This design comes from an exercise in tuning for small area, a short achievable clock period and few clock cycles on the open sky130 flow, not from production work. Only simulation tests tie the RTL to the original design; equivalence was not proved. No activity file was given, so power comes from the tool's default toggle rates.

## flow/design.v

```verilog
module pkt_engine (
    input  wire        clk,
    input  wire        rst,           
    input  wire        bus_valid,
    input  wire        bus_write,
    input  wire [15:0] bus_addr,
    input  wire [1:0]  bus_size,      
    input  wire [31:0] bus_wdata,
    output wire        bus_ready,
    output reg  [31:0] bus_rdata,
    input  wire [31:0] now,
    output wire        sink_valid,
    output wire [7:0]  sink_data,
    output wire        sink_last
);
    localparam integer BUF_CAP = 64;
    localparam integer HDR     = 12;
    localparam integer MAXLEN  = BUF_CAP - HDR;
    localparam [7:0]   PREAMBLE_BYTE = 8'hAA;
    localparam [7:0]   START_BYTE    = 8'h7E;
    localparam         RESTAMP_ON_RESEND = 1'b0;
    localparam [3:0] OP_INIT = 4'h1, OP_SEND = 4'h2, OP_CHECK = 4'h3, OP_POLL = 4'h4;
    localparam [1:0] E_OK = 2'd0, E_BADOP = 2'd1, E_NOINIT = 2'd2, E_BADARG = 2'd3;
    localparam [3:0] O_NEW = 4'd0, O_DUP = 4'd1, O_PRE = 4'd2, O_START = 4'd3,
                     O_DEST = 4'd4, O_SRC = 4'd5, O_SEQ = 4'd6, O_LEN = 4'd7,
                     O_CSUM = 4'd8;
    localparam [2:0] S_IDLE = 3'd0, S_EXEC = 3'd1, S_SUM = 3'd2, S_FIN = 3'd3, S_EMIT = 3'd4;
    reg [2:0]  state;
    reg [31:0] cmd_q;
    reg [31:0] now_q;
    reg [31:0] delay_cfg;
    reg        init_done;
    reg        role;           
    reg        ack_pending;
    reg [1:0]  cmd_err;
    reg [31:0] result;
    reg [7:0]  local_addr;
    reg [7:0]  peer_addr;
    reg [31:0] max_delay;
    reg [15:0] tx_seq;
    reg [15:0] rx_seq;
    reg [31:0] t_send;
    reg [31:0] retry;
    reg [7:0]  last_dest;
    reg [15:0] tx_len;
    reg [32*11-1:0] stats;     
    reg [10:0] stat_inc;       
    wire       stat_clr;       
    reg [8*BUF_CAP-1:0] txb;   
    reg [8*BUF_CAP-1:0] rxb;   
    reg        sum_rx;         
    reg [5:0]  sum_word;       
    reg [6:0]  sum_bytes;      
    reg [15:0] acc;            
    reg [6:0]  emit_idx;
    reg [6:0]  emit_len;
    integer i, k, r, w;
    function [7:0] tx_byte(input [6:0] idx);
        tx_byte = txb[8*idx +: 8];
    endfunction
    function [7:0] rx_byte(input [6:0] idx);
        rx_byte = rxb[8*idx +: 8];
    endfunction
    function [15:0] next_seq(input [15:0] s);
        next_seq = (s == 16'hFFFF) ? 16'h0001 : s + 16'h0001;
    endfunction
    wire idle      = (state == S_IDLE);
    assign bus_ready = idle;
    wire xfer      = bus_valid & idle;
    wire [11:0] woff = bus_addr[11:0];
    wire in_regs   = (bus_addr[15:12] == 4'h0);
    wire in_tx     = (bus_addr[15:12] == 4'h1);
    wire in_rx     = (bus_addr[15:12] == 4'h2);
    wire reg_ok    = in_regs & (bus_size == 2'd2) & (bus_addr[1:0] == 2'b00);
    wire win_ok    = (bus_size == 2'd0) |
                     ((bus_size == 2'd1) & (bus_addr[0] == 1'b0)) |
                     ((bus_size == 2'd2) & (bus_addr[1:0] == 2'b00));
    wire [2:0] nbytes = (bus_size == 2'd0) ? 3'd1 : (bus_size == 2'd1) ? 3'd2 : 3'd4;
    wire wr_cmd    = xfer & bus_write & reg_ok & (bus_addr[11:0] == 12'h000);
    wire wr_delay  = xfer & bus_write & reg_ok & (bus_addr[11:0] == 12'h00C);
    wire wr_tx     = xfer & bus_write & in_tx & win_ok;
    wire wr_rx     = xfer & bus_write & in_rx & win_ok;
    reg [31:0] reg_rdata;
    reg [31:0] win_rdata;
    reg [12:0] rd_idx;
    always @(*) begin
        reg_rdata = 32'd0;
        if (reg_ok) begin
            case (bus_addr[11:0])
                12'h000: reg_rdata = cmd_q;
                12'h004: reg_rdata = {22'd0, cmd_err, 5'd0, ack_pending, role, init_done};
                12'h008: reg_rdata = result;
                12'h00C: reg_rdata = delay_cfg;
                12'h010: reg_rdata = {24'd0, local_addr};
                12'h014: reg_rdata = {24'd0, peer_addr};
                12'h018: reg_rdata = max_delay;
                12'h01C: reg_rdata = {16'd0, tx_seq};
                12'h020: reg_rdata = {16'd0, rx_seq};
                12'h024: reg_rdata = t_send;
                12'h028: reg_rdata = retry;
                12'h02C: reg_rdata = {24'd0, last_dest};
                12'h030: reg_rdata = {16'd0, tx_len};
                12'h034: reg_rdata = {START_BYTE, PREAMBLE_BYTE, BUF_CAP[15:0]};
                12'h038: reg_rdata = {31'd0, RESTAMP_ON_RESEND};
                12'h040: reg_rdata = stats[32*0 +: 32];
                12'h044: reg_rdata = stats[32*1 +: 32];
                12'h048: reg_rdata = stats[32*2 +: 32];
                12'h04C: reg_rdata = stats[32*3 +: 32];
                12'h050: reg_rdata = stats[32*4 +: 32];
                12'h054: reg_rdata = stats[32*5 +: 32];
                12'h058: reg_rdata = stats[32*6 +: 32];
                12'h05C: reg_rdata = stats[32*7 +: 32];
                12'h060: reg_rdata = stats[32*8 +: 32];
                12'h064: reg_rdata = stats[32*9 +: 32];
                12'h068: reg_rdata = stats[32*10 +: 32];
                default: reg_rdata = 32'd0;
            endcase
        end
    end
    always @(*) begin
        win_rdata = 32'd0;
        rd_idx    = 13'd0;
        if ((in_tx | in_rx) & win_ok) begin
            for (r = 0; r < 4; r = r + 1) begin
                rd_idx = {1'b0, woff} + r[12:0];
                if (r[2:0] < nbytes && rd_idx < BUF_CAP[12:0])
                    win_rdata[8*r +: 8] = in_tx ? tx_byte(rd_idx[6:0]) : rx_byte(rd_idx[6:0]);
            end
        end
    end
    reg [BUF_CAP-1:0]   wr_hit;
    reg [8*BUF_CAP-1:0] wr_bytes;
    reg [11:0]          wr_rel;
    always @(*) begin
        for (w = 0; w < BUF_CAP; w = w + 1) begin
            wr_rel = w[11:0] - woff;
            wr_hit[w] = (wr_rel < {9'd0, nbytes});
            wr_bytes[8*w +: 8] = bus_wdata[8*wr_rel[1:0] +: 8];
        end
    end
    always @(*) begin
        if (in_regs)
            bus_rdata = reg_rdata;
        else
            bus_rdata = win_rdata;
    end
    wire [3:0]  op      = cmd_q[3:0];
    wire [15:0] cmd_len = cmd_q[31:16];
    wire [7:0]  cmd_dst = cmd_q[15:8];
    wire [7:0]  rx_dest = rx_byte(7'd6);
    wire [7:0]  rx_src  = rx_byte(7'd7);
    wire [15:0] rx_fseq = {rx_byte(7'd9), rx_byte(7'd8)};
    wire [15:0] rx_flen = {rx_byte(7'd11), rx_byte(7'd10)};
    wire [15:0] rx_fcs  = {rx_byte(7'd5), rx_byte(7'd4)};
    reg        chk_fail;
    reg [3:0]  chk_code;
    always @(*) begin
        chk_fail = 1'b1;
        if (rx_byte(7'd0) != PREAMBLE_BYTE || rx_byte(7'd1) != PREAMBLE_BYTE ||
            rx_byte(7'd2) != PREAMBLE_BYTE)
            chk_code = O_PRE;
        else if (rx_byte(7'd3) != START_BYTE)
            chk_code = O_START;
        else if (rx_dest != local_addr)
            chk_code = O_DEST;
        else if (!role && rx_src != last_dest)
            chk_code = O_SRC;
        else if (!role && rx_fseq != tx_seq)
            chk_code = O_SEQ;
        else if (role && rx_src != peer_addr)
            chk_code = O_SRC;
        else if (rx_flen < 16'd1 || rx_flen > MAXLEN[15:0])
            chk_code = O_LEN;
        else begin
            chk_code = O_NEW;
            chk_fail = 1'b0;
        end
    end
    wire [31:0] elapsed = now_q - t_send;
    wire        timeout = ack_pending && (elapsed >= max_delay);
    wire [6:0]  sum_off  = 7'd8 + {sum_word, 1'b0};
    wire [7:0]  sum_lo   = sum_rx ? rx_byte(sum_off) : tx_byte(sum_off);
    wire [7:0]  sum_hi_r = sum_rx ? rx_byte(sum_off + 7'd1) : tx_byte(sum_off + 7'd1);
    wire        sum_odd  = ({sum_word, 1'b0} + 7'd1 >= sum_bytes);
    wire [15:0] sum_w    = {sum_odd ? 8'd0 : sum_hi_r, sum_lo};
    wire [16:0] sum_add  = {1'b0, acc} + {1'b0, sum_w};
    wire [15:0] acc_next = sum_add[15:0] + {15'd0, sum_add[16]};
    wire        sum_done = ({sum_word, 1'b0} + 7'd2 >= sum_bytes);
    wire [15:0] csum     = ~acc;
    assign sink_valid = (state == S_EMIT);
    assign sink_data  = tx_byte(emit_idx);
    assign sink_last  = (state == S_EMIT) && (emit_idx == emit_len - 7'd1);
    reg [15:0] send_seq;
    reg [7:0]  send_dst;
    always @(*) begin
        if (!role) begin
            send_seq = next_seq(tx_seq);
            send_dst = cmd_dst;
        end else begin
            send_seq = rx_seq;
            send_dst = peer_addr;
        end
    end
    wire cmd_ok = (op == OP_INIT) || ((op == OP_SEND || op == OP_CHECK || op == OP_POLL) && init_done);
    assign stat_clr = (state == S_EXEC) && (op == OP_INIT);
    always @(*) begin
        stat_inc = 11'd0;
        if (state == S_EXEC && cmd_ok) begin
            case (op)
                OP_SEND:  if (cmd_len >= 16'd1 && cmd_len <= MAXLEN[15:0]) stat_inc[0] = 1'b1;
                OP_CHECK: if (chk_fail) stat_inc[chk_code + 4'd2] = 1'b1;
                OP_POLL:  if (timeout) stat_inc[1] = 1'b1;
                default: ;
            endcase
        end
        if (state == S_FIN && sum_rx) begin
            if (rx_fcs != csum)
                stat_inc[10] = 1'b1;
            else if (role && rx_fseq == rx_seq) begin
                stat_inc[3] = 1'b1;
                stat_inc[1] = 1'b1;
            end else
                stat_inc[2] = 1'b1;
        end
    end
    always @(posedge clk) begin
        for (k = 0; k < 11; k = k + 1) begin
            if (rst || stat_clr)
                stats[32*k +: 32] <= 32'd0;
            else if (stat_inc[k])
                stats[32*k +: 32] <= stats[32*k +: 32] + 32'd1;
        end
    end
    always @(posedge clk) begin
        if (rst) begin
            state       <= S_IDLE;
            cmd_q       <= 32'd0;
            now_q       <= 32'd0;
            delay_cfg   <= 32'd0;
            init_done   <= 1'b0;
            role        <= 1'b0;
            ack_pending <= 1'b0;
            cmd_err     <= E_OK;
            result      <= 32'd0;
            local_addr  <= 8'd0;
            peer_addr   <= 8'd0;
            max_delay   <= 32'd0;
            tx_seq      <= 16'd0;
            rx_seq      <= 16'd0;
            t_send      <= 32'd0;
            retry       <= 32'd0;
            last_dest   <= 8'd0;
            tx_len      <= 16'd0;
            for (i = 0; i < 11; i = i + 1)
            sum_rx      <= 1'b0;
            sum_word    <= 6'd0;
            sum_bytes   <= 7'd0;
            acc         <= 16'd0;
            emit_idx    <= 7'd0;
            emit_len    <= 7'd0;
        end else begin
            case (state)
            S_IDLE: begin
                if (wr_cmd) begin
                    cmd_q <= bus_wdata;
                    now_q <= now;
                    state <= S_EXEC;
                end
                if (wr_delay)
                    delay_cfg <= bus_wdata;
                for (i = 0; i < BUF_CAP; i = i + 1) begin
                    if (wr_tx && wr_hit[i])
                        txb[8*i +: 8] <= wr_bytes[8*i +: 8];
                    if (wr_rx && wr_hit[i])
                        rxb[8*i +: 8] <= wr_bytes[8*i +: 8];
                end
            end
            S_EXEC: begin
                state <= S_IDLE;
                if (op != OP_INIT && op != OP_SEND && op != OP_CHECK && op != OP_POLL) begin
                    cmd_err <= E_BADOP;
                end else if (op != OP_INIT && !init_done) begin
                    cmd_err <= E_NOINIT;
                end else begin
                    case (op)
                    OP_INIT: begin
                        role        <= cmd_q[4];
                        local_addr  <= cmd_q[15:8];
                        peer_addr   <= cmd_q[23:16];
                        max_delay   <= delay_cfg;
                        txb         <= {(8*BUF_CAP){1'b0}};
                        rxb         <= {(8*BUF_CAP){1'b0}};
                        tx_seq      <= 16'd0;
                        rx_seq      <= 16'd0;
                        ack_pending <= 1'b0;
                        t_send      <= 32'd0;
                        retry       <= 32'd0;
                        last_dest   <= 8'd0;
                        tx_len      <= 16'd0;
                        for (i = 0; i < 11; i = i + 1)
                        init_done   <= 1'b1;
                        result      <= 32'd0;
                        cmd_err     <= E_OK;
                    end
                    OP_SEND: begin
                        if (cmd_len < 16'd1 || cmd_len > MAXLEN[15:0]) begin
                            cmd_err <= E_BADARG;
                        end else begin
                            txb[8*0 +: 8]  <= PREAMBLE_BYTE;
                            txb[8*1 +: 8]  <= PREAMBLE_BYTE;
                            txb[8*2 +: 8]  <= PREAMBLE_BYTE;
                            txb[8*3 +: 8]  <= START_BYTE;
                            txb[8*6 +: 8]  <= send_dst;
                            txb[8*7 +: 8]  <= local_addr;
                            txb[8*8 +: 8]  <= send_seq[7:0];
                            txb[8*9 +: 8]  <= send_seq[15:8];
                            txb[8*10 +: 8] <= cmd_len[7:0];
                            txb[8*11 +: 8] <= cmd_len[15:8];
                            if (!role) begin
                                tx_seq      <= send_seq;
                                ack_pending <= 1'b1;
                                t_send      <= now_q;
                                last_dest   <= cmd_dst;
                            end
                            tx_len    <= cmd_len;
                            result    <= 32'd0;
                            cmd_err   <= E_OK;
                            sum_rx    <= 1'b0;
                            sum_word  <= 6'd0;
                            sum_bytes <= cmd_len[6:0] + 7'd4;
                            acc       <= 16'd0;
                            state     <= S_SUM;
                        end
                    end
                    OP_CHECK: begin
                        cmd_err <= E_OK;
                        if (chk_fail) begin
                            result <= {28'd0, chk_code};
                        end else begin
                            sum_rx    <= 1'b1;
                            sum_word  <= 6'd0;
                            sum_bytes <= rx_flen[6:0] + 7'd4;
                            acc       <= 16'd0;
                            state     <= S_SUM;
                        end
                    end
                    OP_POLL: begin
                        cmd_err <= E_OK;
                        if (timeout) begin
                            retry    <= retry + 32'd1;
                            result   <= retry + 32'd1;
                            if (RESTAMP_ON_RESEND)
                                t_send <= now_q;
                            emit_idx <= 7'd0;
                            emit_len <= tx_len[6:0] + 7'd12;
                            state    <= S_EMIT;
                        end else begin
                            result   <= retry;
                        end
                    end
                    default: ;
                    endcase
                end
            end
            S_SUM: begin
                acc      <= acc_next;
                sum_word <= sum_word + 6'd1;
                if (sum_done)
                    state <= S_FIN;
            end
            S_FIN: begin
                state <= S_IDLE;
                if (!sum_rx) begin
                    txb[8*4 +: 8] <= csum[7:0];
                    txb[8*5 +: 8] <= csum[15:8];
                    emit_idx      <= 7'd0;
                    emit_len      <= tx_len[6:0] + 7'd12;
                    state         <= S_EMIT;
                end else if (rx_fcs != csum) begin
                    result  <= {28'd0, O_CSUM};
                end else if (role && rx_fseq == rx_seq) begin
                    result   <= {28'd0, O_DUP};
                    emit_idx <= 7'd0;
                    emit_len <= tx_len[6:0] + 7'd12;
                    state    <= S_EMIT;
                end else begin
                    result  <= {28'd0, O_NEW};
                    if (!role) begin
                        ack_pending <= 1'b0;
                        retry       <= 32'd0;
                    end else begin
                        rx_seq <= rx_fseq;
                    end
                end
            end
            S_EMIT: begin
                emit_idx <= emit_idx + 7'd1;
                if (emit_idx == emit_len - 7'd1)
                    state <= S_IDLE;
            end
            default: state <= S_IDLE;
            endcase
        end
    end
endmodule
```

## flow/run.sh

```bash
#!/bin/bash
# synth_recipe.tcl (not shown) runs the flow's synth.tcl, then flattens the netlist and writes it again
# the make line also repeats each setting of config.mk as NAME=value (left out here)
make -C /OpenROAD-flow-scripts/flow DESIGN_CONFIG=/design/flow/config.mk WORK_HOME=/design/flow/orfs CLKGATE_MAP_FILE= SYNTH_SCRIPT=/design/flow/synth_recipe.tcl finish
```

## flow/config.mk

```make
export PLATFORM = sky130hd
export DESIGN_NAME = pkt_engine
export DESIGN_NICKNAME = pkt_engine
export VERILOG_FILES = /design/flow/design.v
export SDC_FILE = /design/flow/constraint.sdc
export NUM_CORES = 4
export LEC_CHECK = 0
export CAP_MARGIN = 20
export CORE_MARGIN = 2
export CORE_UTILIZATION = 30
export PLACE_DENSITY = 0.5
export SETUP_SLACK_MARGIN = 0.3
export SLEW_MARGIN = 20
```

## flow/constraint.sdc

```tcl
create_clock -name core_clock -period 12.0 [get_ports {clk}]
set_input_delay 2.4000 -clock core_clock [delete_from_list [all_inputs] [get_ports {clk}]]
set_output_delay 2.4000 -clock core_clock [all_outputs]
set_load 0.01 [all_outputs]
```

==> notes.md <==
flip-flops by register name, indices dropped and copies added (netlist names), 32 cells and up:
signal     count
txb          512
cmd_q         32
delay_cfg     32
retry         32
rxb          512
result        32
t_send        32
max_delay     32
stats        352
now_q         32
power by group:
part | switching (mW) | internal [mW] | leakage, nW
clock | 2.73 | 3.55 | 3.15
combinational | 1.19 | 0.545 | 21.7
sequential | 0.0000165 | 6.33 | 14.8
critical path: cells and delay by family:
family | cells | cell delay, ns
simple gates | 3 | 1.15
fa+ha+maj | 1 | 0.36
buf+inv | 5 | 2.95
compound gates | 3 | 1.22
cell families (layout without fill, tap and decap cells):
logic type / Yosys count / in the layout
AND/OR/NAND/NOR: 2782 / 2782
multiplexers: 1954 / 1954
AO/OA/AOI/OAI: 1932 / 1932
flip-flops: 1724 / 1724
buffers and inverters: 974 / 1063
XOR/XNOR: 452 / 452
adder cells (fa/ha/maj): 151 / 151
other: 0 / 27
synth_stat cells (all sizes together), types with 226 or more instances:
cell | count | area [µm²]
mux2i | 1122 | 11200
nor2 | 571 | 2140
nand3 | 235 | 1180
clkbuf | 597 | 2240
xnor2 | 226 | 1980
mux4 | 830 | 18700
a21oi | 709 | 3550
edfxtp | 1024 | 30700
dfxtp | 700 | 14000
xor2 | 226 | 1990
nand2 | 910 | 3420
o21ai | 346 | 1730
a22oi | 258 | 1940
routing by layer:
layer  share of wire  global-route usage  wire (µm)  vias to the layer above
met5         0.00017                   0        100                        -
met2            0.43               0.449     248000                     6947
met1            0.37               0.379     216000                    49400
met3            0.11              0.0800      65900                     1603
li1                -                   -          -                    38500
met4           0.082               0.201      47400                       16
layout make-up:
class / count / area (µm²) / share of cell area
clock buffer: 269 / 5470 / 0.0437
sequential: 1724 / 44800 / 0.358
tap: 4816 / 6030 / 0.0482
multi-input combinational: 7271 / 62600 / 0.500
clock inverter: 93 / 996 / 0.00796
timing repair buffer: 505 / 4440 / 0.0355
antenna: 27 / 67.6 / 0.000540
inverter: 196 / 763 / 0.00610
through the flow:
| step | total power [mW] | instances | cell area (µm²) | hold WS, ns | utilization |
|---|---|---|---|---|---|
| final | 14.3 | 14900 | 125000 | 0.455 | 0.343 |
| after global routing | 14.6 | 14900 | 125000 | 0.475 | 0.342 |
| after CTS | 14.3 | 14900 | 125000 | 0.456 | 0.342 |
| after detailed placement | 8.11 | 14500 | 119000 | 0.443 | 0.325 |
| after global placement | 8.11 | 14500 | 118000 | 0.442 | 0.324 |
| after floorplan | 7.33 | 9969 | 110000 | 0.425 | - |
worst min-delay path by stage:
stage / slack (ns) / to / cells past startpoint
after floorplan: 0.43 / result[4] / 2
after global placement: 0.44 / result[31] / 2
after detailed placement: 0.44 / result[15] / 2
after CTS: 0.46 / cmd_q[6] / 2
after global routing: 0.47 / cmd_q[6] / 2
final: 0.45 / cmd_q[6] / 2
placed cells by master, fill, tap and decap left out, types with 38 or more instances in the layout:
cell	instances
buf_4	349
and2_1	103
xnor2_1	216
nand4_1	193
clkbuf_1	51
and3_1	102
a21o_1	62
a211oi_1	46
edfxtp_1	1024
nor3_1	117
a222oi_1	44
o22ai_1	52
a31oi_1	65
a21oi_1	611
xor2_1	224
mux4_2	830
dfxtp_1	691
or4_1	63
ha_1	146
nor2b_1	70
nor2_1	537
a21oi_2	82
or3_1	147
nor4_1	63
clkbuf_16	204
o31ai_1	75
clkdlybuf4s50_1	118
nand2b_1	38
a22oi_1	258
mux2i_1	1122
nand3_1	235
o21ai_0	337
and4_1	46
inv_1	180
nand2_1	905
==> notes.md <==
status=finished clean; r2r setup slk=4.20 ns; Setup WS pre-CTS=1.57 ns; total track usage=0.300; hold path startpoint=cmd_q[6]; CTS Buffer Depth=4; ys async rst share=0; clk root buf=clkbuf_16; proportion of synthesized area in mux cells=0.272; drt drc=0; fillers=36,000; Post-Synth Adder-Cell Area=0.0173; Synth Area in Simple Gates=0.124; distinct cell type count of the synthesized netlist=86; CORE AREA=0.365 mm²; Final HPWL DP=426 mm; share of cells above drive strength 1=0.176; VDD IR-drop max=132 µV; Synth Flop Type=edfxtp_1; initial antenna violation count=51; CTS Sinks=1,724; xor and xnor fraction of the mapped netlist area=0.0361; CTS tree=built; worst r2r path cells=22; Power Density=115 mW/mm²; post-layout worst setup margin=1.42 ns; post-route ant nets=0; largest stage delay on the critical path=1.20 ns; WP data required=9.60 ns; nets@finish=10,100; post-synthesis compound-gate area fraction=0.110; clk slew on worst S/H paths=0.07 ns; Crit Path Class=primary input to output pin; CTS Buf Count=200; setup TNS=0 ns; reg2reg start=sum_rx; Peak Freq=94.5 MHz; num ports=129; Worst slew margin=0.142; largest net degree at the start of global routing=214; final setup vio count=0; first-pass GRT wire length=777 mm; vias per inst=6.48; Worst R2R End=acc[15]; Cell Chain, Critical Path=clkdlybuf4s50_1 > buf_4 > ha_1 > nand2_1 > nor4_2 > buf_4 > a22oi_1 > nand4_1 > a2111oi_2 > buf_4 > o22ai_1 > clkdlybuf4s50_1; Post-Synthesis Cells=9,969; period utilization=0.882; # rows=222; Port Buffers=128; CTS resizes=0; post-layout minimum cycle time=10.58 ns; CP max-delay cell=clkdlybuf4s50_1; post-CTS setup repair buffer count=0; synthesized area=0.110 mm²; CP endpoint=bus_rdata[13]; 1st-iter DRT viols=14,900; syn_nets=10,200; routed length per instance=38.8 µm; Max H-tree Level=4; final slew viol count=0; path category of the worst min-delay check=flip-flop to flip-flop; die height=609 µm; crit path launch type=primary input; Hold Vio Cnt, Final=0; Slew @ Worst Pin=1.28 ns; Overflow after GRT=0; RSZ-0062 raised after global routing=no; number of flops mapped to enable cells by yosys=1,024; clock latency (worst-skew pair)=0.93 ns; CTS Hold Buffers Added=0; drt pass-1 iters=9; Avg Cell Area, Syn=11.0 µm²; Final Skew=0.0826 ns; routed via count=96,500; GP Congestion=1.03; endpoint type of the worst setup path=output pin; max-cap viol count=0; CP max FO=32; die width=609 µm; main combinational cell family by area after synthesis=multiplexers; CP most frequent cell=buf_4; Initial Utilization=0.301; Worst EP arrival=8.18 ns; total die area=0.371 mm²; vias in the first global route=89,500; Worst Setup SP=bus_addr[2]; register area share after synthesis=0.407; number of synthesized register bits=1,724; DRT Wirelength=577 mm; yosys warns=1; leakage power=39.7 nW; area added between synthesis and finish=13.8%
Testbench counts, summed over its fixed seeds: cycles 53,172.

[what the ideal ports hide]
How much do the figures lean on ideal ports? The routed layout below was timed once more, with nothing changed but the port constraints. Step 1, drivers: a clkbuf_16 drives clk and a buf_2 each remaining input, both assumed. Step 2 times the ports against the registers' clock, not the clock port: input delays grow and output delays shrink by t, the midpoint of the rising clock arrivals with the driver on. Three values: no drivers, after step 1, after step 2; two values: the first two.
t (ns): 1.012
slack for setup (ns): 1.416 / 1.364 / 1.364
worst setup path at the end: input to output
pins driven straight from the clock port: 1
After both steps setup and hold are still met in this run. For this run, drivers alone change the setup slack by -0.052 ns; drivers and shift together by -0.052 ns.
